Context: an optimization exercise on an open-source flow, tuned for small area. The choices shown serve that exercise and are no tape-out recipe. RTL that was checked went through simulation tests only; none was proved equivalent to the original. For run 4, only the layout was checked, not whether the RTL still works. The clock cells of runs 1 to 3, 5 and 6 come from the design's own scripts or RTL, not from TritonCTS. The flow treats the clock pin as an ideal source. Dropping or thinning the clock tree relies on that and would not hold on a real chip. Power is estimated from default activity; no workload was simulated.

`design/flow/flow/run.sh`:
```
#!/bin/bash
# Own layout flow: the standard flow with
#  - the standard synthesis, but an area-oriented ABC script (flow/area.abc),
#  - the smallest buffer on every port,
#  - a hand-built clock tree (flow/manual_cts.tcl): the clock port drives
#    NX x NY clock buffers, one per region of flip-flops.
# Each tool's full output is in orfs/logs/; make's output is in standard.log.
set -euo pipefail
export OWN_WORK_DIR="$(pwd)"
export OWN_FLOW_DIR="$(pwd)/flow"
export OWN_CTS_NX=2 OWN_CTS_NY=2 OWN_CTS_BUF=sky130_fd_sc_hd__clkbuf_8
if [[ -f flow/cts.env ]]; then source flow/cts.env; fi
export BUFFER_PORTS_ARGS="-buffer_cell sky130_fd_sc_hd__buf_1"
export PRE_CTS_TCL="$OWN_FLOW_DIR/pre_cts.tcl"
sed -e "s|SYNTH_SCRIPT=[^ ]*|SYNTH_SCRIPT=$OWN_FLOW_DIR/own_synth.tcl|" standard.sh > own_standard.sh
grep -q "SYNTH_SCRIPT=$OWN_FLOW_DIR/own_synth.tcl" own_standard.sh
bash own_standard.sh > standard.log 2>&1
```
`design/flow/flow/area.abc`:
```
strash
dc2
dch -f
amap
```
`design/flow/flow/manual_cts.tcl`:
```
# Manual clock tree: the clock port drives NBUF clock buffers, each driving
# the flip-flops of one vertical strip of the core (sinks sorted by x).
proc manual_cts {nx ny bufcell} {
  set block [ord::get_db_block]
  set master [[ord::get_db] findMaster $bufcell]
  set clk [$block findNet clk]
  set sinks {}
  foreach it [$clk getITerms] {
    set inst [$it getInst]
    set bb [$inst getBBox]
    set x [expr {([$bb xMin] + [$bb xMax]) / 2}]
    set y [expr {([$bb yMin] + [$bb yMax]) / 2}]
    lappend sinks [list $x $y $it]
  }
  set sinks [lsort -integer -index 0 $sinks]
  set n [llength $sinks]
  set groups {}
  for {set i 0} {$i < $nx} {incr i} {
    set col [lrange $sinks [expr {$i * $n / $nx}] [expr {($i + 1) * $n / $nx - 1}]]
    set col [lsort -integer -index 1 $col]
    set m [llength $col]
    for {set j 0} {$j < $ny} {incr j} {
      lappend groups [lrange $col [expr {$j * $m / $ny}] [expr {($j + 1) * $m / $ny - 1}]]
    }
  }
  set b 0
  foreach grp $groups {
    set sx 0; set sy 0
    foreach s $grp { incr sx [lindex $s 0]; incr sy [lindex $s 1] }
    set cx [expr {$sx / [llength $grp]}]
    set cy [expr {$sy / [llength $grp]}]
    set inst [odb::dbInst_create $block $master "clkbuf_m_$b"]
    set net [odb::dbNet_create $block "clk_m_$b"]
    $net setSigType CLOCK
    foreach s $grp {
      set it [lindex $s 2]
      $it disconnect
      $it connect $net
    }
    [$inst findITerm A] connect $clk
    [$inst findITerm X] connect $net
    $inst setLocation $cx $cy
    $inst setPlacementStatus PLACED
    incr b
  }
}
```
`design/flow/flow/own_synth.tcl`:
```
# The standard synthesis (synth_recipe.tcl, unchanged) with an area-oriented
# ABC script for the combinational logic. The flip-flops are mapped before ABC
# runs, so they are the standard synthesis's, with the same names and cells.
proc abc {args} {
  set i [lsearch -exact $args -script]
  if {$i >= 0} {
    lset args [expr {$i + 1}] $::env(OWN_FLOW_DIR)/area.abc
  }
  yosys abc {*}$args
}
source $::env(OWN_WORK_DIR)/synth_recipe.tcl
```
`design/flow/flow/pre_cts.tcl`:
```
# Runs in place of ORFS's clock tree synthesis (sourced by cts.tcl before it
# calls clock_tree_synthesis): a small two-level clock tree built by hand.
source $::env(OWN_FLOW_DIR)/manual_cts.tcl
proc clock_tree_synthesis {args} {
  manual_cts $::env(OWN_CTS_NX) $::env(OWN_CTS_NY) $::env(OWN_CTS_BUF)
  set_propagated_clock [all_clocks]
}
```
`design/flow/standard.sh`:
```
#!/bin/bash
# synth_recipe.tcl (not shown) runs the flow's synth.tcl, then flattens the netlist and writes it again
# the make line also repeats each setting of config.mk as NAME=value (left out here)
make -C /OpenROAD-flow-scripts/flow DESIGN_CONFIG=/design/flow/config.mk WORK_HOME=/design/flow/orfs CLKGATE_MAP_FILE= SYNTH_SCRIPT=/design/flow/synth_recipe.tcl "${@:-finish}"
```
`design/flow/config.mk`:
```
export PLATFORM = sky130hd
export DESIGN_NAME = swd_block
export DESIGN_NICKNAME = swd_block
export VERILOG_FILES = /design/flow/design.v
export SDC_FILE = /design/flow/constraint.sdc
export NUM_CORES = 4
export LEC_CHECK = 0
export CAP_MARGIN = 20
export CORE_MARGIN = 2
export CORE_UTILIZATION = 40
export PLACE_DENSITY = 0.6
export SLEW_MARGIN = 20
```
`design/flow/constraint.sdc`:
```
create_clock -name core_clock -period 10.0 [get_ports {clk}]
set_input_delay 2.0000 -clock core_clock [delete_from_list [all_inputs] [get_ports {clk}]]
set_output_delay 2.0000 -clock core_clock [all_outputs]
set_load 0.01 [all_outputs]
```
`design/flow/design.v`:
```
module swd_block (
    input  wire       clk,
    input  wire       rst_n,
    input  wire       tick,
    input  wire       bus_en,
    input  wire       bus_we,
    input  wire [2:0] bus_addr,
    input  wire [7:0] bus_wdata,
    output reg  [7:0] bus_rdata,
    output wire       dq_oe,
    output wire       dq_o,
    input  wire       dq_i,
    input  wire       btn_i,
    output wire       irq_o,
    output wire [1:0] page_o,
    output wire [7:0] hum_o,
    output wire [7:0] temp_o,
    output wire       valid_o,
    output wire       busy_o
);
    localparam [3:0] PH_NONE       = 4'd0,
                     PH_STAB       = 4'd1,
                     PH_START_LOW  = 4'd2,
                     PH_REL_HIGH   = 4'd3,
                     PH_ACK1       = 4'd4,
                     PH_ACK2       = 4'd5,
                     PH_ACK3       = 4'd6,
                     PH_BIT_WH     = 4'd7,
                     PH_BIT_SETTLE = 4'd8,
                     PH_BIT_WL     = 4'd9,
                     PH_DEB_SAMPLE = 4'd10,
                     PH_DEB_WAIT   = 4'd11;
    reg dq_m, dq_s;      
    reg btn_m, btn_s;
    always @(posedge clk) begin
        dq_m <= dq_i;
        dq_s <= dq_m;
    end
    always @(posedge clk or negedge rst_n) begin
        if (!rst_n) begin
            btn_m <= 1'b1;
            btn_s <= 1'b1;
        end else begin
            btn_m <= btn_i;
            btn_s <= btn_m;
        end
    end
    reg [3:0]  phase;
    reg [10:0] cnt;
    reg [5:0]  bitn;
    reg [15:0] stage;       
    reg [7:0]  acc;         
    reg [7:0]  frame_hum;
    reg [7:0]  frame_temp;
    reg        frame_valid;
    reg [1:0]  err;
    reg        done;
    reg        pressed;
    reg        rej;
    reg        last_level;
    reg [1:0]  page;
    wire busy = (phase != PH_NONE);
    wire tk   = tick & busy;
    wire in_wait = (phase == PH_ACK1) | (phase == PH_ACK2) | (phase == PH_ACK3) |
                   (phase == PH_BIT_WH) | (phase == PH_BIT_WL);
    wire wait_level = ~((phase == PH_ACK2) | (phase == PH_BIT_WH));
    wire moved = dq_s ^ wait_level;
    wire t_stab   = &{cnt[9:5], cnt[2:0]};                           
    wire t_start  = bitn[3] & cnt[10] & cnt[9] & cnt[6] & (&cnt[3:0]);  
    wire t_rel    = cnt[5] & (&cnt[2:0]);                            
    wire t_to     = (&cnt[10:6]) & (&cnt[3:0]);                      
    wire t_settle = (&cnt[4:2]) & cnt[0];                            
    wire t_deb    = bitn[4] & bitn[3] & cnt[9] & cnt[8] & cnt[6] & cnt[4];  
    wire cmd_wr   = bus_en & bus_we & (bus_addr == 3'd0);
    wire cmd_code = (bus_wdata[7:2] == 6'd0) & (bus_wdata[1] ^ bus_wdata[0]);
    wire accept   = cmd_wr & cmd_code & ~busy;
    wire reject   = cmd_wr & ~accept;
    reg  [3:0] phase_n;
    reg        adv;        
    reg        fin;        
    reg        to;         
    reg        shift;      
    always @(*) begin
        phase_n = phase;
        adv     = 1'b0;
        fin     = 1'b0;
        to      = 1'b0;
        shift   = 1'b0;
        case (phase)
            PH_STAB:       if (t_stab)  begin adv = 1'b1; phase_n = PH_START_LOW; end
            PH_START_LOW:  if (t_start) begin adv = 1'b1; phase_n = PH_REL_HIGH; end
            PH_REL_HIGH:   if (t_rel)   begin adv = 1'b1; phase_n = PH_ACK1; end
            PH_BIT_SETTLE: if (t_settle) begin adv = 1'b1; shift = 1'b1; phase_n = PH_BIT_WL; end
            PH_DEB_SAMPLE: begin
                if (btn_s | last_level) begin fin = 1'b1; phase_n = PH_NONE; end
                else phase_n = PH_DEB_WAIT;
            end
            PH_DEB_WAIT:   if (t_deb)   begin fin = 1'b1; phase_n = PH_NONE; end
            PH_NONE: ;
            default: begin  
                if (moved) begin
                    adv = 1'b1;
                    case (phase)
                        PH_ACK1:   phase_n = PH_ACK2;
                        PH_ACK2:   phase_n = PH_ACK3;
                        PH_ACK3:   phase_n = PH_BIT_WH;
                        PH_BIT_WH: phase_n = PH_BIT_SETTLE;
                        default: begin
                            if (bitn[5] & bitn[3]) begin fin = 1'b1; phase_n = PH_NONE; end
                            else phase_n = PH_BIT_WH;
                        end
                    endcase
                end else if (t_to) begin
                    fin = 1'b1; to = 1'b1; phase_n = PH_NONE;
                end
            end
        endcase
    end
    wire fin_frame = fin & (phase == PH_BIT_WL) & ~to;
    wire sum_ok    = &acc;
    wire take      = tk & shift;
    wire       add_bit = take & (dq_s ^ bitn[5]);
    wire [7:0] add_pos = 8'h80 >> bitn[2:0];
    wire [7:0] carry;
    genvar gi;
    generate
        for (gi = 0; gi < 8; gi = gi + 1) begin : g_acc
            if (gi == 0)
                assign carry[gi] = add_bit & add_pos[gi];
            else
                assign carry[gi] = (add_bit & add_pos[gi]) | (carry[gi-1] & acc[gi-1]);
        end
    endgenerate
    always @(posedge clk) begin
        if (!busy | (tk & adv))
            cnt <= 11'd0;
        else
            cnt <= cnt + {10'd0, tk};
        if (!busy | (tk & (phase == PH_START_LOW) & t_start))
            bitn <= 6'd0;
        else
            bitn <= bitn + {5'd0, tk & ((&cnt) | shift)};
        if (!busy)
            acc <= 8'd0;
        else
            acc <= acc ^ carry;
        if (take & ~bitn[5] & ~bitn[3])
            stage <= {stage[14:0], dq_s};
    end
    always @(posedge clk or negedge rst_n) begin
        if (!rst_n) begin
            phase       <= PH_NONE;
            frame_hum   <= 8'h00;
            frame_temp  <= 8'h00;
            frame_valid <= 1'b0;
            err         <= 2'b00;
            done        <= 1'b0;
            pressed     <= 1'b0;
            rej         <= 1'b0;
            last_level  <= 1'b0;
            page        <= 2'b00;
        end else begin
            if (accept) begin
                done <= 1'b0;
                rej  <= 1'b0;
                if (bus_wdata[0]) begin
                    phase <= PH_STAB;
                    err   <= 2'b00;
                end else begin
                    phase   <= PH_DEB_SAMPLE;
                    pressed <= 1'b0;
                end
            end else if (reject) begin
                rej <= 1'b1;
            end
            if (tk) begin
                phase <= phase_n;
                if (fin)
                    done <= 1'b1;
                if (to)
                    err <= 2'b01;
                if (fin_frame) begin
                    if (sum_ok) begin
                        frame_hum   <= stage[15:8];
                        frame_temp  <= stage[7:0];
                        frame_valid <= 1'b1;
                    end else begin
                        err <= 2'b10;
                    end
                end
                if ((phase == PH_DEB_SAMPLE) & btn_s)
                    last_level <= 1'b0;
                if ((phase == PH_DEB_WAIT) & t_deb & ~btn_s) begin
                    last_level <= 1'b1;
                    page       <= page + 2'd1;
                    pressed    <= 1'b1;
                end
            end
        end
    end
    always @(*) begin
        case (bus_addr)
            3'd1:    bus_rdata = {1'b0, rej, pressed, frame_valid, err, done, busy};
            3'd2:    bus_rdata = frame_hum;
            3'd3:    bus_rdata = frame_temp;
            3'd4:    bus_rdata = {5'b00000, last_level, page};
            default: bus_rdata = 8'h00;
        endcase
    end
    assign dq_oe   = (phase == PH_STAB) | (phase == PH_START_LOW) | (phase == PH_REL_HIGH);
    assign dq_o    = (phase != PH_START_LOW);
    assign irq_o   = done;
    assign page_o  = page;
    assign hum_o   = frame_hum;
    assign temp_o  = frame_temp;
    assign valid_o = frame_valid;
    assign busy_o  = busy;
endmodule
```
==> results of run 1 <==
-- Yosys cell counts (3+ instances only) --
cell type,instances
dfxtp_1,27
o21ai_0,13
o22ai_1,3
a211oi_1,8
a21oi_1,10
nand4_1,6
dfrtp_1,29
nor2b_1,11
a31o_1,3
nand2_1,24
a22oi_1,4
nand3_1,12
nor2_1,45
ha_1,11
nor4_1,4
a221oi_1,4
o32ai_1,4
edfxtp_1,16
and3_1,3
clkinv_1,44
a31oi_1,4
nor3_1,13
a222oi_1,3
a22o_1,15
-- metrics by stage --
step	instance area [um^2]	hold WS, ns
4_1_cts	3681	0.3477
3_3_place_gp	3626	0.3122
6_report	3681	0.3414
5_1_grt	3681	0.3558
2_1_floorplan	3281	0.3096
3_5_place_dp	3626	0.3150
-- flip-flops by register name, indices dropped and copies added (netlist names) --
| name | count |
|---|---|
| page | 2 |
| btn_s | 1 |
| acc | 8 |
| bitn | 6 |
| stage | 16 |
| done | 1 |
| rej | 1 |
| phase | 4 |
| frame_hum | 8 |
| last_level | 1 |
| frame_valid | 1 |
| dq_s | 1 |
| dq_m | 1 |
| cnt | 11 |
| err | 2 |
| frame_temp | 8 |
| btn_m | 1 |
| pressed | 1 |
-- final cells by class --
cell class | count | area (um^2) | area share
plain buffers | 4 | 55.05 | 0.01496
inverters | 44 | 165.2 | 0.04487
multi-input cells | 218 | 1326 | 0.3603
flip-flops and latches | 74 | 1799 | 0.4888
well taps | 105 | 131.4 | 0.03569
repair buffers | 51 | 203.9 | 0.05540
-- power by group --
part	leakage, nW	switching [mW]	internal (mW)
Combinational	0.619	0.116	0.0519
Sequential	0.751	0.0204	0.324
Clock	0.0288	0.0744	0.0374
-- per-layer routing --
metal / global-route usage / vias to the layer above / routed length, um
met1: 0.2424 / 1251 / 3539
met2: 0.2655 / 70 / 3404
met4: 0.02174 / 0 / 105
met5: 0 / - / 0
met3: 0.01596 / 11 / 371
li1: - / 1346 / -
-- path summary, 6_finish.rpt --
path / startpoint / to / slack [ns] / cells past startpoint
min in group asynchronous: rst_n / frame_temp[5] / 1.88 / 1
worst min register to register: dq_m / dq_s / 0.34 / 0
worst max-delay path: tick / acc[7] / 4.46 / 23
worst min-delay path: dq_m / dq_s / 0.34 / 0
max in group asynchronous: rst_n / frame_temp[1] / 7.61 / 1
worst max register to register: phase[0] / acc[7] / 5.02 / 24
-- cell families after synthesis --
kind of cell | after synthesis | synth area share
AO/OA/AOI/OAI | 84 | 0.1865
adder cells (fa/ha/maj) | 11 | 0.04195
buffers and inverters | 44 | 0.05034
flip-flops | 74 | 0.5484
AND/OR/NAND/NOR | 123 | 0.1728
==> results.sh, run 1 <==
export IMPL_grt_max_degree=32
export IMPL_power_leakage_nw=1.400
export IMPL_maxCapViolations=0
export IMPL_gp_congestion=0.9447
export IMPL_clk_latency_ns=0.17
export IMPL_io_buffers=48
export IMPL_core_rowCount=33
export IMPL_rsz0062_at_grt="false"
export IMPL_synthCells=336
export IMPL_slew_violations=0
export IMPL_finalCriticalPeriod_ns=5.540
export IMPL_cts_hold_buf=0
export IMPL_grt_ovfl_total=0
export IMPL_synth_edf_count=16
export IMPL_ant_nets=0
export IMPL_synth_area_leader_cell="dfrtp_1"
export IMPL_synth_top_area_share=0.2212
export IMPL_async_flop_share=0.4189
export IMPL_place_inst=492
export IMPL_dp_slack_ns=4.287
export IMPL_power_uw=623.7
export IMPL_startpoint_type="input port"
export IMPL_ys_seq_area_frac=0.5484
export IMPL_maxSlewHeadroom=0.4166
export IMPL_viasPerCell=5.399
export IMPL_fillers=814
export IMPL_antenna_found_initial=0
export IMPL_area_growth_pct=12.20
export IMPL_finalHoldViolCount=0
export IMPL_cts_resized=0
export IMPL_syn_nets=365
export IMPL_vias=2678
export IMPL_dp_hpwl_um=5701
export IMPL_dr_pass1_iters=5
export IMPL_clk_pin_slew_ns=0.11
export IMPL_layout_commonest_cell="buf_1"
export IMPL_yosysUniqueCellTypes=35
export IMPL_cp_max_fo=7
export IMPL_netlist_area_um2=3281
export IMPL_mostFrequentLayoutCells="buf_1, nor2_1, clkinv_1"
export IMPL_worst_slew_pin_slew_ns=0.8684
export IMPL_setup_viol=0
export IMPL_num_io_pins=49
export IMPL_fin_util=0.4549
export IMPL_cts_setup_buffers=0
export IMPL_grt_pass1_vias=2395
export IMPL_start_util=0.4054
export IMPL_ir_worst_vdd_mv=0.09939
export IMPL_p_per_area_nw_per_um2=169.4
export IMPL_drt_total_wl_um=7421
export IMPL_fp_dieW_um=94.56
export IMPL_critical_path_arrival_ns=5.65
export IMPL_max_freq_ghz=0.1805
export IMPL_grt_pass1_wl_um=11760
export IMPL_core_area_um2=8093
export IMPL_synth_main_ff_cell="dfrtp_1"
export IMPL_finalSetupTns_ns=0
export IMPL_min_delay_path_class="register to register"
export IMPL_path_buf_inv=2
export IMPL_grt_usage=0.1630
export IMPL_instances_no_fill=496
export IMPL_yosys_warnings=1
export IMPL_diodes=0
export IMPL_dieHeight_um=94.56
export IMPL_clock_skew_ns=0.01381
export IMPL_wl_per_cell_um=14.96
export IMPL_cpMostUsedCell="ha_1"
export IMPL_drive_gt1_frac=0.03069
export IMPL_crit_path_end_kind="register"
export IMPL_drc=0
export IMPL_worstSetupPathType="input port to register"
export IMPL_crit_chain="buf_1 -> clkinv_1 -> nor2_1 -> nand2_1 -> a221oi_1 -> nor2b_1 -> and3_1 -> ha_1 -> o21bai_1 -> ha_1 -> a21o_1 -> ha_1 -> a21o_1 -> ha_1 -> a41o_1 -> ha_1 -> o21bai_1 -> ha_1 -> a31o_1 -> ha_1 -> a31o_1 -> o21ai_0 -> a21oi_1"
export IMPL_critPathMaxStageDelay_ns=0.54
export IMPL_fin_nets=422
export IMPL_synth_area_top_cells="dfrtp_1, dfxtp_1, edfxtp_1, nor2_1, clkinv_1"
export IMPL_finalCritPeriodShare=0.5540
export IMPL_dieArea_um2=8942
export IMPL_crit_required_ns=10.11
export IMPL_crit_slowest_cell="a221oi_1"
export IMPL_fin_ws_ns=4.460
export IMPL_status="timing/DRC/antenna clean"
export IMPL_drt_initial_drc_count=114
export IMPL_syn_area_per_cell_um2=9.764
export IMPL_synth_seq_cells=74
export IMPL_crit_family="compound AO/OA/AOI/OAI gates"
==> inputs of run 2 (changes only) <==
==> design/flow/flow/run.sh (replaced) <==
#!/bin/bash
# Own layout flow: the standard flow (standard synthesis unchanged) with
# the smallest buffer on every port and a hand-built clock tree: the clock
# port drives NX x NY clock buffers, one per region of flip-flops.
set -euo pipefail
export OWN_FLOW_DIR="$(pwd)/flow"
export OWN_CTS_NX=2 OWN_CTS_NY=2 OWN_CTS_BUF=sky130_fd_sc_hd__clkbuf_8
if [[ -f flow/cts.env ]]; then source flow/cts.env; fi
export BUFFER_PORTS_ARGS="-buffer_cell sky130_fd_sc_hd__buf_1"
export PRE_CTS_TCL="$OWN_FLOW_DIR/pre_cts.tcl"
bash standard.sh > standard.log 2>&1
--- a/design/flow/config.mk
+++ b/design/flow/config.mk
@@ -9,4 +9,4 @@
 export CORE_MARGIN = 2
-export CORE_UTILIZATION = 40
-export PLACE_DENSITY = 0.6
+export CORE_UTILIZATION = 65
+export PLACE_DENSITY = 0.8
 export SLEW_MARGIN = 20
removed: design/flow/flow/area.abc
removed: design/flow/flow/own_synth.tcl
==> run 2 against run 1 <==
Sequential cell count is the same. Global-route usage increased by 8.4 points. Clock skew is 0.00090 ns higher. Cell area rose by 8.9%. Sequential power rose by 7.6%. Combinational power is 29% higher. Critical path depth down 1. Largest power group unchanged. Cell count is 5.4% lower.
==> results.sh, run 2 <==
export IMPL_ys_seq_area_frac=0.4779
export IMPL_clock_skew_ns=0.01471
export IMPL_p_int_uw=451.5
export IMPL_cts_resized=0
export IMPL_slew_violations=0
export IMPL_antenna_found_initial=0
export IMPL_dp_slack_ns=4.116
export IMPL_synth_edf_count=16
export IMPL_vias=2842
export IMPL_finalCritPeriodShare=0.5705
export IMPL_syn_area_per_cell_um2=10.46
export IMPL_largest_reg_flops=16
export IMPL_combPwrFrac=0.311
export IMPL_synthCells=360
export IMPL_drive_gt1_frac=0.1108
export IMPL_ir_worst_vdd_mv=0.1386
export IMPL_core_area_um2=5540
export IMPL_critPathMaxStageDelay_ns=0.25
export IMPL_grt_pass1_vias=2636
export IMPL_cp_max_fo=7
export IMPL_dieHeight_um=80.11
export IMPL_fin_ws_ns=4.295
export IMPL_core_rowCount=27
export IMPL_worstSetupPathType="input port to register"
export IMPL_pwr_share_clk=0.157
export IMPL_min_delay_path_class="register to register"
export IMPL_yosys_warnings=1
export IMPL_power_leakage_nw=1.727
export IMPL_mostFrequentLayoutCells="buf_1, nor2_1, dfrtp_1"
export IMPL_drc=0
export IMPL_grt_usage=0.2466
export IMPL_async_flop_share=0.4189
export IMPL_viasPerCell=6.060
export IMPL_top_register="stage"
export IMPL_area_growth_pct=6.480
export IMPL_drt_initial_drc_count=238
export IMPL_crit_slowest_cell="and3b_1"
export IMPL_synth_area_top_cells="dfrtp_1, dfxtp_1, edfxtp_1, ha_1, mux2_4"
export IMPL_finalCriticalPeriod_ns=5.705
export IMPL_fp_dieW_um=80.11
export IMPL_maxSlewHeadroom=0.4218
export IMPL_wl_per_cell_um=16.52
export IMPL_maxCapViolations=0
export IMPL_clk_latency_ns=0.17
export IMPL_status="timing/DRC/antenna clean"
export IMPL_crit_required_ns=10.06
export IMPL_critical_path_arrival_ns=5.77
export IMPL_p_sw_frac=0.3505
export IMPL_netlist_area_um2=3765
export IMPL_setup_viol=0
export IMPL_synth_main_ff_cell="dfrtp_1"
export IMPL_pwr_share_seq=0.532
export IMPL_ant_nets=0
export IMPL_finalSetupTns_ns=0
export IMPL_num_io_pins=49
export IMPL_startpoint_type="input port"
export IMPL_crit_chain="buf_1 -> and3b_1 -> nand3_1 -> nor2_1 -> nand2_1 -> nor3_1 -> ha_1 -> a41o_1 -> ha_1 -> a41o_1 -> ha_1 -> a41o_1 -> ha_1 -> a31o_2 -> ha_1 -> a41o_1 -> ha_1 -> a31o_2 -> ha_1 -> a31oi_1 -> xor2_1 -> nor2_1"
export IMPL_finalHoldViolCount=0
export IMPL_dp_hpwl_um=5747
export IMPL_instances_no_fill=469
export IMPL_fillers=411
export IMPL_cts_setup_buffers=0
export IMPL_synth_area_leader_cell="dfrtp_1"
export IMPL_grt_max_degree=32
export IMPL_rsz0062_at_grt="false"
export IMPL_dieArea_um2=6417
export IMPL_fin_nets=428
export IMPL_p_per_area_nw_per_um2=173.4
export IMPL_p_switching_uw=243.6
export IMPL_crit_path_end_kind="register"
export IMPL_synth_seq_cells=74
export IMPL_cpMostUsedCell="ha_1"
export IMPL_clk_pin_slew_ns=0.10
export IMPL_dr_pass1_iters=4
export IMPL_max_freq_ghz=0.1753
export IMPL_drt_total_wl_um=7749
export IMPL_syn_nets=389
export IMPL_grt_ovfl_total=0
export IMPL_synth_most_common_cell="nor2_1"
export IMPL_reg_largest_list="stage (16), cnt (11)"
export IMPL_start_util=0.6795
export IMPL_synth_top_area_share=0.1928
export IMPL_gp_congestion=0.9137
export IMPL_synthTopCellsByCount="nor2_1, dfrtp_1, dfxtp_1, nand2_1, edfxtp_1"
export IMPL_power_uw=695.1
export IMPL_regToRegSetupSlack_ns=5.45
export IMPL_grt_pass1_wl_um=12750
export IMPL_cts_hold_buf=0
export IMPL_yosysUniqueCellTypes=63
export IMPL_layout_commonest_cell="buf_1"
export IMPL_diodes=0
export IMPL_place_inst=465
export IMPL_io_buffers=48
export IMPL_worst_slew_pin_slew_ns=0.8673
run 2: cell types whose count changed after synthesis, moves of 7 or more:
| cell | previous run | this run |
|---|---|---|
| clkinv_1 | 44 | 0 |
| a22o_1 | 15 | 0 |
| inv_1 | 0 | 12 |
| mux2_2 | 0 | 11 |
| xnor2_1 | 0 | 11 |
| nor2_1 | 45 | 35 |
| mux2_4 | 0 | 9 |
| a211oi_1 | 8 | 0 |
| xor2_1 | 0 | 8 |
| o21ai_0 | 13 | 6 |
run 2: critical path, delay by kind of cell:
kind / cells / cell delay (ns)
buffers and inverters: 1 / 0.16
XOR/XNOR: 1 / 0.18
adder cells (fa/ha/maj): 7 / 1.24
AO/OA/AOI/OAI: 7 / 1.42
AND/OR/NAND/NOR: 6 / 0.77
run 2: cell type report:
| type | instances | area, um^2 | area share |
|---|---|---|---|
| Multi-Input combinational cell | 256 | 1815 | 0.4529 |
| Tap cell | 72 | 90.09 | 0.02247 |
| Timing Repair Buffer | 51 | 203.9 | 0.05087 |
| Sequential cell | 74 | 1799 | 0.4488 |
| Buffer | 4 | 55.05 | 0.01373 |
| Inverter | 12 | 45.04 | 0.01124 |
run 2: layer usage:
layer	global-route usage	share of wire
met5	0	0
met4	0.03729	0.016
met3	0.01573	0.050
met2	0.3925	0.45
met1	0.3808	0.48
run 2: worst paths after layout:
| check | cells after the start | end | from |
|---|---|---|---|
| min | 0 | dq_s | dq_m |
| max | 22 | acc[7] | tick |
| min in group asynchronous | 1 | frame_valid | rst_n |
| max in group asynchronous | 1 | frame_temp[2] | rst_n |
| min reg2reg | 0 | dq_s | dq_m |
| max reg2reg | 21 | acc[7] | phase[2] |
run 2: cell families after synthesis:
family          share of synthesized area
compound gates                     0.1173
xor+xnor                          0.04420
fa+ha+maj                         0.03656
buf+inv                           0.04121
flops                              0.4779
mux                               0.08475
simple gates                       0.1981
run 2: per-stage QoR:
step | instance area [um^2] | hold WS (ns) | utilization
global route | 4009 | 0.3547 | 0.7236
finish | 4009 | 0.3420 | 0.7236
detailed placement | 3954 | 0.3182 | 0.7136
global placement | 3954 | 0.3145 | 0.7136
CTS | 4009 | 0.3442 | 0.7236
floorplan | 3765 | 0.3096 | -
run 2: power by group through the flow:
stage | logic, mW | clock network [mW] | registers (mW)
floorplan | 0.195 | 0 | 0.346
global placement | 0.212 | 0 | 0.373
detailed placement | 0.213 | 0 | 0.374
CTS | 0.214 | 0.111 | 0.368
global route | 0.240 | 0.123 | 0.375
finish | 0.216 | 0.109 | 0.370
==> inputs of run 3 (changes only) <==
--- a/design/flow/config.mk
+++ b/design/flow/config.mk
@@ -9,4 +9,4 @@
 export CORE_MARGIN = 2
-export CORE_UTILIZATION = 65
-export PLACE_DENSITY = 0.8
+export CORE_UTILIZATION = 40
+export PLACE_DENSITY = 0.6
 export SLEW_MARGIN = 20
==> run 3 against run 2 <==
Combinational power is essentially flat. Critical path type unchanged. Still clean on timing, DRC and antenna. Via count is 0.67% lower. Register-to-register slack got worse by 0.03 ns. Power is 0.45% higher. Clock power about the same. Critical endpoint unchanged. Die area up 59%. First-iteration DRC count fell by 14%.
==> results.sh, run 3 <==
export IMPL_cts_setup_buffers=0
export IMPL_wl_per_cell_um=15.83
export IMPL_finalHoldViolCount=0
export IMPL_ys_seq_area_frac=0.4779
export IMPL_dp_slack_ns=4.064
export IMPL_grt_usage=0.1550
export IMPL_ir_worst_vdd_mv=0.08746
export IMPL_min_from="dq_m"
export IMPL_io_buffers=48
export IMPL_hold_path_depth=0
export IMPL_reg_largest_list="stage (16), cnt (11)"
export IMPL_finalCriticalPeriod_ns=5.733
export IMPL_syn_area_per_cell_um2=10.46
export IMPL_startpoint_type="input port"
export IMPL_fin_ws_ns=4.267
export IMPL_crit_path_end_kind="register"
export IMPL_cts_hold_buf=0
export IMPL_status="timing/DRC/antenna clean"
export IMPL_area_growth_pct=7.777
export IMPL_yosys_warnings=1
export IMPL_diodes=0
export IMPL_cp_max_fo=7
export IMPL_synth_edf_count=16
export IMPL_regToRegSetupSlack_ns=5.42
export IMPL_synth_main_ff_cell="dfrtp_1"
export IMPL_drt_total_wl_um=8040
export IMPL_synth_area_leader_cell="dfrtp_1"
export IMPL_grt_pass1_wl_um=13050
export IMPL_dr_pass1_iters=5
export IMPL_synth_most_common_cell="nor2_1"
export IMPL_maxSlewHeadroom=0.4107
export IMPL_top_register="stage"
export IMPL_core_area_um2=9196
export IMPL_worstSetupPathType="input port to register"
export IMPL_min_delay_path_class="register to register"
export IMPL_maxCapViolations=0
export IMPL_slew_violations=0
export IMPL_grt_ovfl_total=0
export IMPL_hold_end="dq_s"
export IMPL_synth_area_top_cells="dfrtp_1, dfxtp_1, edfxtp_1, ha_1, mux2_4"
export IMPL_layout_commonest_cell="buf_1"
export IMPL_fin_util=0.4412
export IMPL_r2r_start="phase[2]"
export IMPL_dieArea_um2=10200
export IMPL_p_per_area_nw_per_um2=172.1
export IMPL_core_rowCount=35
export IMPL_netlist_area_um2=3765
export IMPL_setup_viol=0
export IMPL_ff2ff_path_depth=21
export IMPL_num_io_pins=49
export IMPL_synth_seq_cells=74
export IMPL_syn_nets=389
export IMPL_power_leakage_nw=1.727
export IMPL_viasPerCell=5.557
export IMPL_rsz0062_at_grt="false"
export IMPL_async_flop_share=0.4189
export IMPL_r2r_end="acc[7]"
export IMPL_yosysUniqueCellTypes=63
export IMPL_drc=0
export IMPL_dieHeight_um=101.0
export IMPL_max_freq_ghz=0.1744
export IMPL_finalCritPeriodShare=0.5733
export IMPL_dp_hpwl_um=5945
export IMPL_gp_congestion=0.8941
export IMPL_drive_gt1_frac=0.1108
export IMPL_finalSetupTns_ns=0
export IMPL_grt_pass1_vias=2544
export IMPL_ant_nets=0
export IMPL_start_util=0.4094
export IMPL_worst_slew_pin_slew_ns=0.8840
export IMPL_synthCells=360
export IMPL_antenna_found_initial=0
export IMPL_mostFrequentLayoutCells="buf_1, nor2_1, dfrtp_1"
export IMPL_clk_latency_ns=0.16
export IMPL_critical_path_arrival_ns=5.80
export IMPL_largest_reg_flops=16
export IMPL_cts_resized=0
export IMPL_fp_dieW_um=101.0
export IMPL_synth_top_area_share=0.1928
export IMPL_vias=2823
export IMPL_grt_max_degree=32
export IMPL_clock_skew_ns=0.004309
export IMPL_synthTopCellsByCount="nor2_1, dfrtp_1, dfxtp_1, nand2_1, edfxtp_1"
export IMPL_fin_nets=428
export IMPL_drt_initial_drc_count=204
export IMPL_crit_required_ns=10.07
export IMPL_clk_pin_slew_ns=0.11
[run 3: worst max path at each step]
stage	start	endpoint	slack, ns	cells past startpoint
3_3_place_gp	tick	acc[7]	4.28	22
4_1_cts	tick	acc[7]	4.26	22
2_1_floorplan	tick	acc[7]	4.65	21
5_1_grt	tick	acc[7]	4.00	22
3_5_place_dp	tick	acc[7]	4.06	22
6_report	tick	acc[7]	4.27	22
[run 3: through the flow]
| step | total power, mW | hold WS (ns) | instances | cell area (um^2) |
|---|---|---|---|---|
| floorplan | 0.5412 | 0.3096 | 360 | 3765 |
| finish | 0.6983 | 0.3406 | 508 | 4058 |
| global route | 0.7446 | 0.3582 | 508 | 4058 |
| global placement | 0.5905 | 0.3163 | 504 | 4003 |
| CTS | 0.7007 | 0.3427 | 508 | 4058 |
| detailed placement | 0.5910 | 0.3157 | 504 | 4003 |
[run 3: report_power, final]
part	internal (mW)	leakage (nW)	total, mW	switching, mW
logic	0.0897	0.928	0.217	0.128
registers	0.324	0.770	0.371	0.0466
clock network	0.0373	0.0288	0.110	0.0725
total	0.452	1.73	0.698	0.247
[run 3: cell families after synthesis]
logic type                 count (synthesis)  share of synthesized area
AOI/OAI and AO/OA                         61                     0.1173
buffers and inverters                     30                    0.04121
DFF                                       74                     0.4779
and+or+nand+nor                          139                     0.1981
muxes                                     26                    0.08475
xor gates and xnor gates                  19                    0.04420
adders and majority gates                 11                    0.03656
[run 3: layout make-up]
type / instances / area (um^2)
fillers: 906 / 5139
multi-input cells: 256 / 1815
flip-flops and latches: 74 / 1799
repair buffers: 51 / 203.9
well taps: 111 / 138.9
plain buffers: 4 / 55.05
inverters: 12 / 45.04
[run 3: metal layers]
metal  up-vias  GRT usage  wire length [um]
li1       1376          -                 -
met1      1353     0.2381              3973
met2        92     0.2487              3537
met3         2    0.01387               477
met4         0    0.01040                51
met5         -          0                 0
[run 3: critical path: stages]
cell and delay, ns:
buf_1 0.16, and3b_1 0.27, nand3_1 0.19, nor2_1 0.13
nand2_1 0.08, nor3_1 0.05, ha_1 0.19, a41o_1 0.21
ha_1 0.18, a41o_1 0.21, ha_1 0.17, a41o_1 0.21
ha_1 0.19, a31o_2 0.21, ha_1 0.18, a41o_1 0.20
ha_1 0.17, a31o_2 0.21, ha_1 0.17, a31oi_1 0.19
xor2_1 0.17, nor2_1 0.05
==> inputs of run 4 (changes only) <==
--- a/design/flow/design.v
+++ b/design/flow/design.v
@@ -121,14 +121,3 @@
     wire take      = tk & shift;
-    wire       add_bit = take & (dq_s ^ bitn[5]);
-    wire [7:0] add_pos = 8'h80 >> bitn[2:0];
-    wire [7:0] carry;
-    genvar gi;
-    generate
-        for (gi = 0; gi < 8; gi = gi + 1) begin : g_acc
-            if (gi == 0)
-                assign carry[gi] = add_bit & add_pos[gi];
-            else
-                assign carry[gi] = (add_bit & add_pos[gi]) | (carry[gi-1] & acc[gi-1]);
-        end
-    endgenerate
+    wire [7:0] add = {7'd0, dq_s ^ bitn[5]} << (3'd7 - bitn[2:0]);
     always @(posedge clk) begin
@@ -144,4 +133,4 @@
             acc <= 8'd0;
-        else
-            acc <= acc ^ carry;
+        else if (take)
+            acc <= acc + add;
         if (take & ~bitn[5] & ~bitn[3])
==> design/flow/run.sh (new file) <==
#!/bin/bash
# synth_recipe.tcl (not shown) runs the flow's synth.tcl, then flattens the netlist and writes it again
# the make line also repeats each setting of config.mk as NAME=value (left out here)
make -C /OpenROAD-flow-scripts/flow DESIGN_CONFIG=/design/flow/config.mk WORK_HOME=/design/flow/orfs CLKGATE_MAP_FILE= SYNTH_SCRIPT=/design/flow/synth_recipe.tcl finish
removed: design/flow/flow/run.sh
removed: design/flow/flow/manual_cts.tcl
removed: design/flow/flow/pre_cts.tcl
removed: design/flow/standard.sh
==> run 4 against run 3 <==
Sequential cell count did not move. Combinational power is 14% higher. Clock skew rose by 0.0017 ns. Clock power is 95% higher. Power rose by 18%. Sequential share of layout area shrank 6.7 points. Synthesized cell count increased by 11%. Largest power group unchanged. Highest routed layer unchanged.
==> results.sh, run 4 <==
export IMPL_r2r_end="cnt[10]"
export IMPL_cts_hold_buf=0
export IMPL_async_flop_share=0.4189
export IMPL_gp_congestion=0.8250
export IMPL_setup_viol=0
export IMPL_ant_nets=0
export IMPL_crit_path_end_kind="output pin"
export IMPL_cts_made_buffers=9
export IMPL_dp_slack_ns=4.107
export IMPL_synth_area_leader_cell="dfrtp_1"
export IMPL_slew_violations=0
export IMPL_clk_latency_ns=0.34
export IMPL_grt_usage=0.1838
export IMPL_h_tree_depth=3
export IMPL_area_growth_pct=18.94
export IMPL_multi_input_area_um2=2073
export IMPL_grt_max_degree=32
export IMPL_max_freq_ghz=0.1694
export IMPL_fillers=927
export IMPL_synth_most_common_cell="nor2_1"
export IMPL_drt_initial_drc_count=203
export IMPL_crit_required_ns=8.00
export IMPL_netlist_area_um2=4016
export IMPL_startpoint="bus_addr[1]"
export IMPL_ir_worst_vdd_mv=0.1311
export IMPL_io_buffers=48
export IMPL_cts_root_buf="clkbuf_8"
export IMPL_startpoint_type="input port"
export IMPL_finalCritPeriodShare=0.5902
export IMPL_cts_sinks=74
export IMPL_num_io_pins=49
export IMPL_power_uw=821.4
export IMPL_grt_pass1_vias=3089
export IMPL_synth_main_ff_cell="dfrtp_1"
export IMPL_worstSetupPathType="input port to output pin"
export IMPL_status="timing/DRC/antenna clean"
export IMPL_dieArea_um2=10860
export IMPL_mostFrequentLayoutCells="clkdlybuf4s50_1, nor2_1, dfrtp_1"
export IMPL_drc=0
export IMPL_drt_total_wl_um=9521
export IMPL_cts_resized=0
export IMPL_worst_slew_pin_slew_ns=0.7509
export IMPL_synthTopCellsByCount="nor2_1, dfrtp_1, dfxtp_1, nand2_1, o21ai_0"
export IMPL_viasPerCell=5.413
export IMPL_critical_path_arrival_ns=3.90
export IMPL_grt_pass1_wl_um=16040
export IMPL_synth_edf_count=16
export IMPL_synth_area_top_cells="dfrtp_1, dfxtp_1, edfxtp_1, nor2_1, ha_1"
export IMPL_yosysUniqueCellTypes=66
export IMPL_maxCapViolations=0
export IMPL_start_util=0.4109
export IMPL_synth_top_area_share=0.1807
export IMPL_dieHeight_um=104.2
export IMPL_grt_ovfl_total=0
export IMPL_cts_tree="done"
export IMPL_core_rowCount=36
export IMPL_wl_per_cell_um=16.44
export IMPL_largest_reg_flops=16
export IMPL_antenna_found_initial=0
export IMPL_syn_nets=429
export IMPL_fin_ws_ns=4.098
export IMPL_crit_path_end="bus_rdata[6]"
export IMPL_reg_largest_list="stage (16), cnt (11)"
export IMPL_clock_skew_ns=0.005962
export IMPL_maxSlewHeadroom=0.4960
export IMPL_cts_setup_buffers=0
export IMPL_power_leakage_nw=1.926
export IMPL_dp_hpwl_um=6937
export IMPL_core_area_um2=9774
export IMPL_ff2ff_path_depth=9
export IMPL_rsz0062_at_grt="false"
export IMPL_finalHoldViolCount=0
export IMPL_cts_buffer_depth=2
export IMPL_drive_gt1_frac=0.1233
export IMPL_layout_commonest_cell="clkdlybuf4s50_1"
export IMPL_fin_nets=471
export IMPL_finalCriticalPeriod_ns=5.902
export IMPL_syn_area_per_cell_um2=10.07
export IMPL_yosys_warnings=1
export IMPL_dr_pass1_iters=4
export IMPL_synth_seq_cells=74
export IMPL_synthCells=399
export IMPL_finalSetupTns_ns=0
export IMPL_diodes=0
export IMPL_ff_latch_area_um2=1799
export IMPL_clk_pin_slew_ns=0.08
export IMPL_regToRegSetupSlack_ns=7.08
export IMPL_ys_seq_area_frac=0.4480
export IMPL_vias=3134
export IMPL_fp_dieW_um=104.2
export IMPL_p_per_area_nw_per_um2=171.9
export IMPL_min_delay_path_class="register to register"
export IMPL_top_register="stage"
export IMPL_r2r_start="phase[0]"
export IMPL_cp_max_fo=12
## run 4: cell type report
type	instances	share of cell area
clock buffers	10	0.02881
clock inverters	6	0.008643
inverters	13	0.01021
multi-input cells	291	0.4340
flip-flops and latches	74	0.3766
well taps	133	0.03484
repair buffers	52	0.1069
## run 4: cells by family after synthesis
group	count (synthesis)	synth area share
simple gates	156	0.2109
compound gates	74	0.1349
flops	74	0.4480
buf+inv	34	0.03707
mux	26	0.07975
xor+xnor	23	0.05015
fa+ha+maj	12	0.03925
## run 4: worst max-delay path, cell delays in order
cell and delay [ns]:
clkdlybuf4s50_1 0.77, mux2_2 0.40, a22oi_1 0.19, nor2_1 0.06
clkdlybuf4s50_1 0.48
## run 4: worst min-delay path by stage
| stage | from | to | slack, ns | cells after the start |
|---|---|---|---|---|
| 6_report | dq_m | dq_s | 0.34 | 0 |
| 5_1_grt | dq_m | dq_s | 0.35 | 0 |
| 4_1_cts | dq_m | dq_s | 0.34 | 0 |
| 3_5_place_dp | dq_m | dq_s | 0.32 | 0 |
| 3_3_place_gp | dq_m | dq_s | 0.31 | 0 |
| 2_1_floorplan | dq_m | dq_s | 0.31 | 0 |
## run 4: routing by layer
layer  wire [um]  track usage  vias up
met3         461      0.04637       11
met1        4520       0.2485     1515
met2        4367       0.2871       75
li1            -            -     1533
met4         172      0.06371        0
met5           0            0        -
## run 4: through the flow
step	util	std cells	instance area [um^2]	hold WS, ns
floorplan	-	399	4016	0.3096
global placement	0.4704	563	4598	0.3108
detailed placement	0.4704	563	4598	0.3227
CTS	0.4887	579	4777	0.3429
global route	0.4887	579	4777	0.3534
finish	0.4887	579	4777	0.3367
## run 4: report_power, final
part	internal [mW]	total, mW	switching, mW
clock	0.0968	0.215	0.118
sequential	0.322	0.359	0.0366
combinational	0.107	0.247	0.141
total	0.526	0.821	0.296
==> inputs of run 5 (changes only) <==
--- a/design/flow/design.v
+++ b/design/flow/design.v
@@ -33,3 +33,4 @@
     reg dq_m, dq_s;      
-    reg btn_m, btn_s;
+    reg btn_mn, btn_sn;   
+    wire btn_s = ~btn_sn;
     always @(posedge clk) begin
@@ -40,7 +41,7 @@
         if (!rst_n) begin
-            btn_m <= 1'b1;
-            btn_s <= 1'b1;
+            btn_mn <= 1'b0;
+            btn_sn <= 1'b0;
         end else begin
-            btn_m <= btn_i;
-            btn_s <= btn_m;
+            btn_mn <= ~btn_i;
+            btn_sn <= btn_mn;
         end
@@ -121,3 +122,14 @@
     wire take      = tk & shift;
-    wire [7:0] add = {7'd0, dq_s ^ bitn[5]} << (3'd7 - bitn[2:0]);
+    wire       add_bit = take & (dq_s ^ bitn[5]);
+    wire [7:0] add_pos = 8'h80 >> bitn[2:0];
+    wire [7:0] carry;
+    genvar gi;
+    generate
+        for (gi = 0; gi < 8; gi = gi + 1) begin : g_acc
+            if (gi == 0)
+                assign carry[gi] = add_bit & add_pos[gi];
+            else
+                assign carry[gi] = (add_bit & add_pos[gi]) | (carry[gi-1] & acc[gi-1]);
+        end
+    endgenerate
     always @(posedge clk) begin
@@ -131,6 +143,6 @@
             bitn <= bitn + {5'd0, tk & ((&cnt) | shift)};
-        if (!busy)
+        if (accept)
             acc <= 8'd0;
-        else if (take)
-            acc <= acc + add;
+        else
+            acc <= acc ^ carry;
         if (take & ~bitn[5] & ~bitn[3])
==> design/flow/flow/run.sh (new file) <==
#!/bin/bash
# Own layout flow: the standard flow (ORFS, with the standard flow's config.mk) with
#  - the standard synthesis, but area-oriented ABC scripts (own_synth.tcl),
#  - the smallest buffer (buf_1) on every port,
#  - a hand-built clock tree in place of ORFS's CTS (pre_cts.tcl).
# Each tool's full output is in orfs/logs/; make's output is in standard.log.
set -euo pipefail
export OWN_WORK_DIR="$(pwd)"
export OWN_FLOW_DIR="$(pwd)/flow"
export OWN_ABC_SCRIPTS="area1.abc area2.abc deep1.abc deep2.abc deep3.abc"
export OWN_CTS_SLEW=0.120
export OWN_CTS_TREES="{2 2 sky130_fd_sc_hd__buf_6} {3 2 sky130_fd_sc_hd__buf_4} {2 2 sky130_fd_sc_hd__clkbuf_8} {3 2 sky130_fd_sc_hd__buf_6} {3 2 sky130_fd_sc_hd__clkbuf_8} {3 3 sky130_fd_sc_hd__clkbuf_8}"
export BUFFER_PORTS_ARGS="-buffer_cell sky130_fd_sc_hd__buf_1"
export PRE_CTS_TCL="$OWN_FLOW_DIR/pre_cts.tcl"
sed -e "s|SYNTH_SCRIPT=[^ ]*|SYNTH_SCRIPT=$OWN_FLOW_DIR/own_synth.tcl|" standard.sh > own_standard.sh
grep -q "SYNTH_SCRIPT=$OWN_FLOW_DIR/own_synth.tcl" own_standard.sh
bash own_standard.sh > standard.log 2>&1
==> design/flow/flow/area1.abc (new file) <==
strash
dc2
dch -f
amap
==> design/flow/flow/area2.abc (new file) <==
strash
dch -f
amap
==> design/flow/flow/deep1.abc (new file) <==
strash
&get -n
&deepsyn -T 60 -S 1
&put
dch -f
amap
==> design/flow/flow/deep2.abc (new file) <==
strash
&get -n
&deepsyn -T 60 -S 2
&put
dch -f
amap
==> design/flow/flow/deep3.abc (new file) <==
strash
&get -n
&deepsyn -T 60 -S 3
&put
dc2
dch -f
amap
==> design/flow/flow/manual_cts.tcl (new file) <==
# Manual clock tree: the clock port drives NBUF clock buffers, each driving
# the flip-flops of one vertical strip of the core (sinks sorted by x).
proc manual_cts {nx ny bufcell} {
  set block [ord::get_db_block]
  set master [[ord::get_db] findMaster $bufcell]
  set clk [$block findNet clk]
  set sinks {}
  foreach it [$clk getITerms] {
    set inst [$it getInst]
    set bb [$inst getBBox]
    set x [expr {([$bb xMin] + [$bb xMax]) / 2}]
    set y [expr {([$bb yMin] + [$bb yMax]) / 2}]
    lappend sinks [list $x $y $it]
  }
  set sinks [lsort -integer -index 0 $sinks]
  set n [llength $sinks]
  set groups {}
  for {set i 0} {$i < $nx} {incr i} {
    set col [lrange $sinks [expr {$i * $n / $nx}] [expr {($i + 1) * $n / $nx - 1}]]
    set col [lsort -integer -index 1 $col]
    set m [llength $col]
    for {set j 0} {$j < $ny} {incr j} {
      lappend groups [lrange $col [expr {$j * $m / $ny}] [expr {($j + 1) * $m / $ny - 1}]]
    }
  }
  set b 0
  foreach grp $groups {
    set sx 0; set sy 0
    foreach s $grp { incr sx [lindex $s 0]; incr sy [lindex $s 1] }
    set cx [expr {$sx / [llength $grp]}]
    set cy [expr {$sy / [llength $grp]}]
    set inst [odb::dbInst_create $block $master "clkbuf_m_$b"]
    set net [odb::dbNet_create $block "clk_m_$b"]
    $net setSigType CLOCK
    foreach s $grp {
      set it [lindex $s 2]
      $it disconnect
      $it connect $net
    }
    [$inst findITerm A] connect $clk
    [$inst findITerm X] connect $net
    $inst setLocation $cx $cy
    $inst setPlacementStatus PLACED
    incr b
  }
}

# Undo manual_cts: sinks back on the clock net, buffers and their nets removed.
proc manual_cts_undo {} {
  set block [ord::get_db_block]
  set clk [$block findNet clk]
  foreach inst [$block getInsts] {
    if {![string match "clkbuf_m_*" [$inst getName]]} continue
    set net [[$inst findITerm X] getNet]
    foreach it [$net getITerms] {
      if {[$it getInst] eq $inst} continue
      $it disconnect
      $it connect $clk
    }
    odb::dbInst_destroy $inst
    odb::dbNet_destroy $net
  }
}

# Largest slew at a flip-flop clock pin, with placement parasitics.
proc clk_pin_slew_max {} {
  estimate_parasitics -placement
  set mx 0
  foreach p [get_pins */CLK] {
    foreach s [list [get_property $p slew_max_rise] [get_property $p slew_max_fall]] {
      if {$s > $mx} { set mx $s }
    }
  }
  return $mx
}

# Smallest of the given trees {nx ny cell} whose estimated clock-pin slew is at
# most limit (ns); the last one if none is.
proc manual_cts_pick {trees limit} {
  foreach t $trees {
    lassign $t nx ny cell
    manual_cts $nx $ny $cell
    set s [clk_pin_slew_max]
    puts "manual_cts: $nx x $ny $cell: estimated clock-pin slew $s ns"
    if {$s <= $limit || $t eq [lindex $trees end]} { return }
    manual_cts_undo
  }
}
==> design/flow/flow/own_synth.tcl (new file) <==
# The standard synthesis (synth_recipe.tcl, unchanged) with area-oriented
# ABC scripts for the combinational logic: each script in $OWN_ABC_SCRIPTS is
# run on the same netlist and the smallest result is kept. The flip-flops are
# mapped before ABC runs, so they are the standard synthesis's, with the same
# names and cells.
proc own_area {lib} {
  set f $::env(OWN_WORK_DIR)/own_abc_stat.txt
  yosys tee -q -o $f stat -liberty $lib
  set fh [open $f r]; set txt [read $fh]; close $fh
  regexp {Chip area for module[^:]*:\s*([0-9.]+)} $txt -> a
  return $a
}
proc abc {args} {
  set i [lsearch -exact $args -script]
  if {$i < 0} { yosys abc {*}$args; return }
  set lib [lindex $args [expr {[lsearch -exact $args -liberty] + 1}]]
  yosys design -save own_pre_abc
  set best -1; set besta 1e18; set k 0
  foreach s $::env(OWN_ABC_SCRIPTS) {
    yosys design -load own_pre_abc
    lset args [expr {$i + 1}] $::env(OWN_FLOW_DIR)/$s
    yosys abc {*}$args
    set a [own_area $lib]
    puts "own_synth: ABC script $s: area $a"
    yosys design -save own_abc_$k
    if {$a < $besta} { set besta $a; set best $k }
    incr k
  }
  puts "own_synth: keeping [lindex $::env(OWN_ABC_SCRIPTS) $best] (area $besta)"
  yosys design -load own_abc_$best
}
source $::env(OWN_WORK_DIR)/synth_recipe.tcl
==> design/flow/flow/pre_cts.tcl (new file) <==
# Sourced by ORFS's cts.tcl before it calls clock_tree_synthesis: replaces that
# command with a small hand-built clock tree (manual_cts.tcl). The clock port
# drives a few clock buffers, each driving the flip-flops of one region; the
# smallest tree in $OWN_CTS_TREES whose estimated clock-pin slew is within
# $OWN_CTS_SLEW (ns) is kept.
source $::env(OWN_FLOW_DIR)/manual_cts.tcl
proc clock_tree_synthesis {args} {
  set_propagated_clock [all_clocks]
  manual_cts_pick $::env(OWN_CTS_TREES) $::env(OWN_CTS_SLEW)
}
==> design/flow/standard.sh (new file) <==
#!/bin/bash
# synth_recipe.tcl (not shown) runs the flow's synth.tcl, then flattens the netlist and writes it again
# the make line also repeats each setting of config.mk as NAME=value (left out here)
make -C /OpenROAD-flow-scripts/flow DESIGN_CONFIG=/design/flow/config.mk WORK_HOME=/design/flow/orfs CLKGATE_MAP_FILE= SYNTH_SCRIPT=/design/flow/synth_recipe.tcl "${@:-finish}"
--- a/design/flow/config.mk
+++ b/design/flow/config.mk
@@ -10,2 +10,3 @@
 export CORE_UTILIZATION = 40
+export GPL_TIMING_DRIVEN = 0
 export PLACE_DENSITY = 0.6
removed: design/flow/run.sh
==> run 5 against run 4 <==
Still clean on timing, DRC and antenna. Global-route usage fell by 2.6 points. Die area fell by 20%. Via count fell by 22%. Critical path depth rose by 19. Combinational power fell by 52%. Clock skew barely moved. Cell area fell by 25%. Synthesized cell count fell by 22%. Sequential share of layout area rose by 12 points. Critical path type is now input port to register. Largest power group unchanged. Highest routed layer unchanged.
==> results.sh, run 5 <==
export IMPL_synth_top_area_share=0.2432
export IMPL_yosys_area_share_xor_xnor=0
export IMPL_slew_violations=0
export IMPL_finalCriticalPeriod_ns=5.643
export IMPL_hold_end="dq_s"
export IMPL_synth_area_top_cells="dfrtp_1, dfxtp_1, edfxtp_1, clkinv_1, nor2_1"
export IMPL_cp_max_fo=4
export IMPL_finalCritPeriodShare=0.5643
export IMPL_diodes=0
export IMPL_synth_seq_cells=74
export IMPL_synth_edf_count=16
export IMPL_critPathMaxStageDelay_ns=0.21
export IMPL_cts_hold_buf=0
export IMPL_grt_max_degree=32
export IMPL_worstSetupPathType="input port to register"
export IMPL_grt_ovfl_total=0
export IMPL_crit_slowest_cell="and3_1"
export IMPL_ant_nets=0
export IMPL_cts_resized=0
export IMPL_mostFrequentLayoutCells="buf_1, clkinv_1, nor2_1"
export IMPL_max_freq_ghz=0.1772
export IMPL_ir_worst_vdd_mv=0.08599
export IMPL_core_rowCount=32
export IMPL_layout_commonest_cell="buf_1"
export IMPL_ff2ff_path_depth=27
export IMPL_drive_gt1_frac=0.02725
export IMPL_netlist_area_um2=3189
export IMPL_finalSetupTns_ns=0
export IMPL_p_per_area_nw_per_um2=155.0
export IMPL_async_flop_share=0.4189
export IMPL_vias=2453
export IMPL_status="timing/DRC/antenna clean"
export IMPL_clk_pin_slew_ns=0.10
export IMPL_clock_skew_ns=0.006432
export IMPL_syn_nets=342
export IMPL_viasPerCell=5.230
export IMPL_power_leakage_nw=1.364
export IMPL_synthMuxAreaShare=0
export IMPL_clk_latency_ns=0.16
export IMPL_io_buffers=48
export IMPL_synth_most_common_cell="clkinv_1"
export IMPL_syn_area_per_cell_um2=10.19
export IMPL_finalHoldViolCount=0
export IMPL_synthAdderAreaFrac=0.04315
export IMPL_grt_pass1_vias=2365
export IMPL_num_io_pins=49
export IMPL_final_area_um2=3596
export IMPL_drt_total_wl_um=6817
export IMPL_gp_congestion=0.8645
export IMPL_cts_setup_buffers=0
export IMPL_synthTopCellsByCount="clkinv_1, nor2_1, dfrtp_1, dfxtp_1, nand2_1"
export IMPL_rsz0062_at_grt="false"
export IMPL_top_register="stage"
export IMPL_setup_viol=0
export IMPL_worst_slew_pin_slew_ns=0.9096
export IMPL_dr_pass1_iters=4
export IMPL_r2r_start="phase[2]"
export IMPL_dieHeight_um=93.30
export IMPL_synth_main_ff_cell="dfrtp_1"
export IMPL_cpMostUsedCell="ha_1"
export IMPL_dp_hpwl_um=5250
export IMPL_startpoint_type="input port"
export IMPL_synth_area_leader_cell="dfrtp_1"
export IMPL_min_delay_path_class="register to register"
export IMPL_yosys_area_share_simple=0.1679
export IMPL_reg_largest_list="stage (16), cnt (11)"
export IMPL_wl_per_cell_um=14.54
export IMPL_fp_dieW_um=93.30
export IMPL_r2r_end="acc[7]"
export IMPL_drt_initial_drc_count=132
export IMPL_synth_compound_area_frac=0.1773
export IMPL_antenna_found_initial=0
export IMPL_crit_chain="buf_1 -> clkinv_1 -> nor2_1 -> nand2_1 -> clkinv_1 -> o221ai_1 -> nor2b_1 -> and3_1 -> ha_1 -> a31o_1 -> ha_1 -> a31o_1 -> ha_1 -> a31o_1 -> ha_1 -> a31o_1 -> ha_1 -> a31o_1 -> ha_1 -> a31o_1 -> ha_1 -> a31oi_1 -> nor2_1 -> a211oi_1"
export IMPL_hold_path_depth=0
export IMPL_yosysUniqueCellTypes=32
export IMPL_fin_nets=398
export IMPL_synth_top_family_by_area="compound AO/OA/AOI/OAI gates"
export IMPL_regToRegSetupSlack_ns=5.12
export IMPL_largest_reg_flops=16
export IMPL_area_growth_pct=12.75
export IMPL_start_util=0.4127
export IMPL_min_from="dq_m"
export IMPL_grt_usage=0.1580
export IMPL_critical_path_arrival_ns=5.73
export IMPL_ys_seq_area_frac=0.5634
export IMPL_synthCells=313
export IMPL_crit_required_ns=10.08
export IMPL_fillers=769
export IMPL_maxSlewHeadroom=0.3900
export IMPL_crit_path_end_kind="register"
export IMPL_drc=0
export IMPL_maxCapViolations=0
export IMPL_dpl_cell_area_um2=3541
export IMPL_yosys_warnings=1
export IMPL_dieArea_um2=8704
export IMPL_core_area_um2=7727
export IMPL_grt_pass1_wl_um=11290
## run 5: changes by cell type in the layout (fill, tap and decap cells not counted), moves of 11 or more
| cell | before | now |
|---|---|---|
| clkdlybuf4s50_1 | 48 | 0 |
| buf_1 | 0 | 47 |
| clkinv_1 | 1 | 41 |
| o21ai_0 | 20 | 6 |
| o22a_1 | 2 | 16 |
| inv_1 | 12 | 0 |
| mux2_2 | 12 | 0 |
| xnor2_1 | 12 | 0 |
| xor2_1 | 11 | 0 |
## run 5: worst max path at each step
stage          cells after the start  start  slack [ns]  endpoint
3_5_place_dp                      24   tick        4.15    acc[7]
6_report                          24   tick        4.36    acc[7]
3_3_place_gp                      24   tick        4.20    acc[7]
4_1_cts                           24   tick        4.34    acc[7]
2_1_floorplan                     23   tick        4.69    acc[7]
5_1_grt                           24   tick        4.12    acc[7]
## run 5: kinds of logic (layout without fill, tap and decap cells)
kind of cell,after synthesis,after routing
and+or+nand+nor,112,112
AOI/OAI and AO/OA,75,75
DFF,74,74
buffers and inverters,41,95
adders and majority gates,11,11
## run 5: stage by stage
| step | util | std cells | setup slack [ns] | hold WS, ns | total power, mW |
|---|---|---|---|---|---|
| after global placement | 0.4526 | 463 | 4.204 | 0.3131 | 0.4525 |
| after CTS | 0.4654 | 469 | 4.340 | 0.3410 | 0.5629 |
| after floorplan | - | 313 | 4.693 | 0.3096 | 0.4115 |
| after global routing | 0.4654 | 469 | 4.121 | 0.3558 | 0.5912 |
| after detailed placement | 0.4582 | 465 | 4.150 | 0.3147 | 0.4562 |
| final | 0.4654 | 469 | 4.357 | 0.3377 | 0.5572 |
## run 5: worst max-delay path, delay by kind of cell
| family | cells | cell delay [ns] |
|---|---|---|
| AOI/OAI and AO/OA | 9 | 1.59 |
| adders and majority gates | 7 | 1.21 |
| buffers and inverters | 3 | 0.27 |
| and+or+nand+nor | 5 | 0.64 |
## run 5: power by group
group | internal (mW) | switching [mW]
sequential | 0.318 | 0.0132
clock | 0.0373 | 0.0703
combinational | 0.0343 | 0.0845
## run 5: cell type report
| cell class | count | area (um^2) | area share |
|---|---|---|---|
| tap | 102 | 127.6 | 0.03549 |
| multi-input combinational | 198 | 1254 | 0.3486 |
| sequential | 74 | 1797 | 0.4997 |
| timing repair buffer | 50 | 209.0 | 0.05811 |
| buffer | 4 | 55.05 | 0.01531 |
| inverter | 41 | 153.9 | 0.04280 |
## run 5: per-layer routing
| metal | share of wire | track usage | vias to the layer above |
|---|---|---|---|
| met4 | 0.014 | 0.01716 | 0 |
| li1 | - | - | 1248 |
| met1 | 0.48 | 0.2246 | 1150 |
| met3 | 0.036 | 0.007252 | 8 |
| met5 | 0 | 0 | - |
| met2 | 0.47 | 0.2776 | 47 |
==> inputs of run 6 (changes only) <==
--- a/design/flow/config.mk
+++ b/design/flow/config.mk
@@ -7,3 +7,3 @@
 export LEC_CHECK = 0
-export CAP_MARGIN = 20
+export CAP_MARGIN = 0
 export CORE_MARGIN = 2
@@ -12,2 +12,2 @@
 export PLACE_DENSITY = 0.6
-export SLEW_MARGIN = 20
+export SLEW_MARGIN = 0
==> run 6 against run 5 <==
Largest power group unchanged. Cell count decreased by 0.43%. Still clean on timing, DRC and antenna. Cell area unchanged. Sequential cell count unchanged. Sequential share of layout area unchanged. Critical path depth decreased by 2. First-iteration DRC count decreased by 26%. Power increased by 13%. Via count increased by 3.6%. Hold slack improved by 0.0045 ns. Sequential power increased by 8.2%. Clock skew increased by 0.0022 ns.
==> results.sh, run 6 <==
export IMPL_syn_area_per_cell_um2=10.29
export IMPL_synth_seq_cells=74
export IMPL_netlist_area_um2=3199
export IMPL_dp_hpwl_um=5572
export IMPL_synth_area_leader_cell="dfrtp_1"
export IMPL_p_sw_frac=0.3303
export IMPL_grt_ovfl_total=0
export IMPL_yosys_warnings=1
export IMPL_p_per_area_nw_per_um2=175.5
export IMPL_crit_required_ns=10.08
export IMPL_slew_violations=0
export IMPL_cts_hold_buf=0
export IMPL_wl_per_cell_um=15.82
export IMPL_rsz0062_at_grt="false"
export IMPL_setup_viol=0
export IMPL_gp_congestion=0.9720
export IMPL_synth_most_common_cell="nor2_1"
export IMPL_worst_slew_pin_slew_ns=0.7557
export IMPL_startpoint_type="input port"
export IMPL_cts_resized=0
export IMPL_dr_pass1_iters=4
export IMPL_largest_reg_flops=16
export IMPL_grt_usage=0.1710
export IMPL_dieHeight_um=93.44
export IMPL_vias=2542
export IMPL_max_freq_ghz=0.1829
export IMPL_dpl_cell_area_um2=3541
export IMPL_combPwrFrac=0.258
export IMPL_cp_max_fo=4
export IMPL_maxCapViolations=0
export IMPL_synthTopCellsByCount="nor2_1, clkinv_1, dfrtp_1, dfxtp_1"
export IMPL_drive_gt1_frac=0.02466
export IMPL_status="timing/DRC/antenna clean"
export IMPL_antenna_found_initial=0
export IMPL_ff2ff_path_depth=22
export IMPL_finalCritPeriodShare=0.5469
export IMPL_layout_commonest_cell="nor2_1"
export IMPL_power_leakage_nw=1.340
export IMPL_pwr_share_clk=0.175
export IMPL_fp_dieW_um=93.44
export IMPL_place_inst=463
export IMPL_crit_chain="buf_1 -> nand3_1 -> nor3_1 -> o221ai_1 -> nor2b_1 -> and3_1 -> ha_1 -> a31o_1 -> ha_1 -> a31o_1 -> ha_1 -> a31o_1 -> ha_1 -> a31o_1 -> ha_1 -> a31o_1 -> ha_1 -> a31o_1 -> ha_1 -> a31oi_1 -> nor2_1 -> a211oi_1"
export IMPL_critPathMaxStageDelay_ns=0.20
export IMPL_finalSetupTns_ns=0
export IMPL_dieArea_um2=8730
export IMPL_fillers=773
export IMPL_r2r_start="phase[2]"
export IMPL_crit_path_end_kind="register"
export IMPL_clock_skew_ns=0.008603
export IMPL_synth_main_ff_cell="dfrtp_1"
export IMPL_reg_largest_list="stage (16), cnt (11)"
export IMPL_syn_nets=340
export IMPL_clk_pin_slew_ns=0.11
export IMPL_synth_area_top_cells="dfrtp_1, dfxtp_1, edfxtp_1, nor2_1, o22a_1"
export IMPL_mostFrequentLayoutCells="nor2_1, buf_1, clkinv_1"
export IMPL_fin_nets=396
export IMPL_drt_total_wl_um=7387
export IMPL_finalCriticalPeriod_ns=5.469
export IMPL_core_area_um2=7727
export IMPL_viasPerCell=5.443
export IMPL_instances_no_fill=467
export IMPL_power_uw=631.0
export IMPL_cts_setup_buffers=0
export IMPL_min_delay_path_class="register to register"
export IMPL_core_rowCount=32
export IMPL_hold_path_depth=0
export IMPL_maxSlewHeadroom=0.4923
export IMPL_clk_latency_ns=0.17
export IMPL_grt_pass1_wl_um=12280
export IMPL_crit_slowest_cell="and3_1"
export IMPL_r2r_end="acc[7]"
export IMPL_critical_path_arrival_ns=5.55
export IMPL_p_int_uw=422.6
export IMPL_diodes=0
export IMPL_min_from="dq_m"
export IMPL_num_io_pins=49
export IMPL_grt_max_degree=32
export IMPL_regToRegSetupSlack_ns=5.78
export IMPL_synthCells=311
export IMPL_pwr_share_seq=0.567
export IMPL_grt_pass1_vias=2539
export IMPL_yosysUniqueCellTypes=39
export IMPL_final_area_um2=3596
export IMPL_io_buffers=48
export IMPL_hold_end="dq_s"
export IMPL_ant_nets=0
export IMPL_drc=0
export IMPL_top_register="stage"
export IMPL_ir_worst_vdd_mv=0.1032
export IMPL_drt_initial_drc_count=98
export IMPL_finalHoldViolCount=0
export IMPL_async_flop_share=0.4189
export IMPL_start_util=0.4140
export IMPL_p_switching_uw=208.4
export IMPL_ys_seq_area_frac=0.5616
export IMPL_synth_edf_count=16
export IMPL_worstSetupPathType="input port to register"
export IMPL_cpMostUsedCell="ha_1"
export IMPL_area_growth_pct=12.40
export IMPL_synth_top_area_share=0.2425
run 6: how the worst max path moves through the flow:
stage	startpoint	to	cells after the start
final	tick	acc[7]	22
after global routing	tick	acc[7]	22
after CTS	tick	acc[7]	22
after detailed placement	tick	acc[7]	22
after global placement	tick	frame_hum[0]	8
after floorplan	tick	acc[7]	21
run 6: worst max-delay path, delay by kind of cell:
family	cells	cell delay [ns]
buffers and inverters	1	0.11
AOI/OAI and AO/OA	9	1.59
and+or+nand+nor	5	0.64
adders and majority gates	7	1.21
run 6: cell families (layout without fill, tap and decap cells):
kind of cell,after synthesis,count (layout),share of synthesized area
AOI/OAI and AO/OA,79,79,0.1873
adders and majority gates,11,11,0.04302
buffers and inverters,36,90,0.04224
DFF,74,74,0.5616
and+or+nand+nor,111,111,0.1658
run 6: final cells by class:
| class | count | area (um^2) | share of cell area |
|---|---|---|---|
| repair buffers | 50 | 203.9 | 0.05672 |
| inverters | 36 | 135.1 | 0.03758 |
| well taps | 102 | 127.6 | 0.03549 |
| plain buffers | 4 | 55.05 | 0.01531 |
| flip-flops and latches | 74 | 1797 | 0.4997 |
| multi-input cells | 201 | 1277 | 0.3553 |
run 6: metal layers:
metal	share of wire	track usage
met4	0.023	0.03431
met3	0.034	0.008058
met5	0	0
met2	0.48	0.3010
met1	0.46	0.2353
run 6: stage by stage:
step                      hold WS (ns)  utilization  setup slack [ns]
after floorplan                 0.3096            -             4.825
after global placement          0.3171       0.4539             3.282
after detailed placement        0.3157       0.4582             4.329
after CTS                       0.3490       0.4654             4.512
after global routing            0.3553       0.4654             4.284
final                           0.3422       0.4654             4.531
run 6: power groups by stage:
stage                     logic, mW  clock network, mW  registers, mW
after global placement        0.161                  0          0.364
after CTS                     0.163              0.115          0.358
after floorplan               0.113                  0          0.358
after global routing          0.188              0.125          0.362
final                         0.163              0.110          0.358
after detailed placement      0.162                  0          0.364

[port drivers added, routing unchanged]
In the flow no input, the clock included, has a driving cell. The finished layouts below were timed again as built, in two steps. Step 1: set_driving_cell puts a clkbuf_16 on clk and a buf_2 on each other input, an assumption about the parent block. Step 2 moves the port delays by t, midway between the first and last clock arrival at a register: inputs arrive t later, outputs are due t later. That takes back most of the time a late clock gives input paths. a / b / c = ideal / step 1 / step 2; a / b = the first two.
| run | t, ns | setup slack, ns | latest minus earliest clock arrival (ns) |
|---|---|---|---|
| run 1 | 0.228 | 4.460 / 4.481 / 4.277 | 0.015 / 0.015 |
| run 2 | 0.218 | 4.295 / 4.329 / 4.111 | 0.015 / 0.015 |
| run 3 | 0.227 | 4.267 / 4.312 / 4.085 | 0.004 / 0.004 |
| run 4 | 0.371 | 4.098 / 4.060 / 4.060 | 0.006 / 0.006 |
| run 5 | 0.221 | 4.357 / 4.397 / 4.176 | 0.008 / 0.007 |
| run 6 | 0.224 | 4.531 / 4.569 / 4.346 | 0.009 / 0.009 |
After both steps every run listed still meets setup and hold. The setup slack of run 6, which loses most, moves by +0.038 ns with the drivers and by -0.185 ns with both steps.
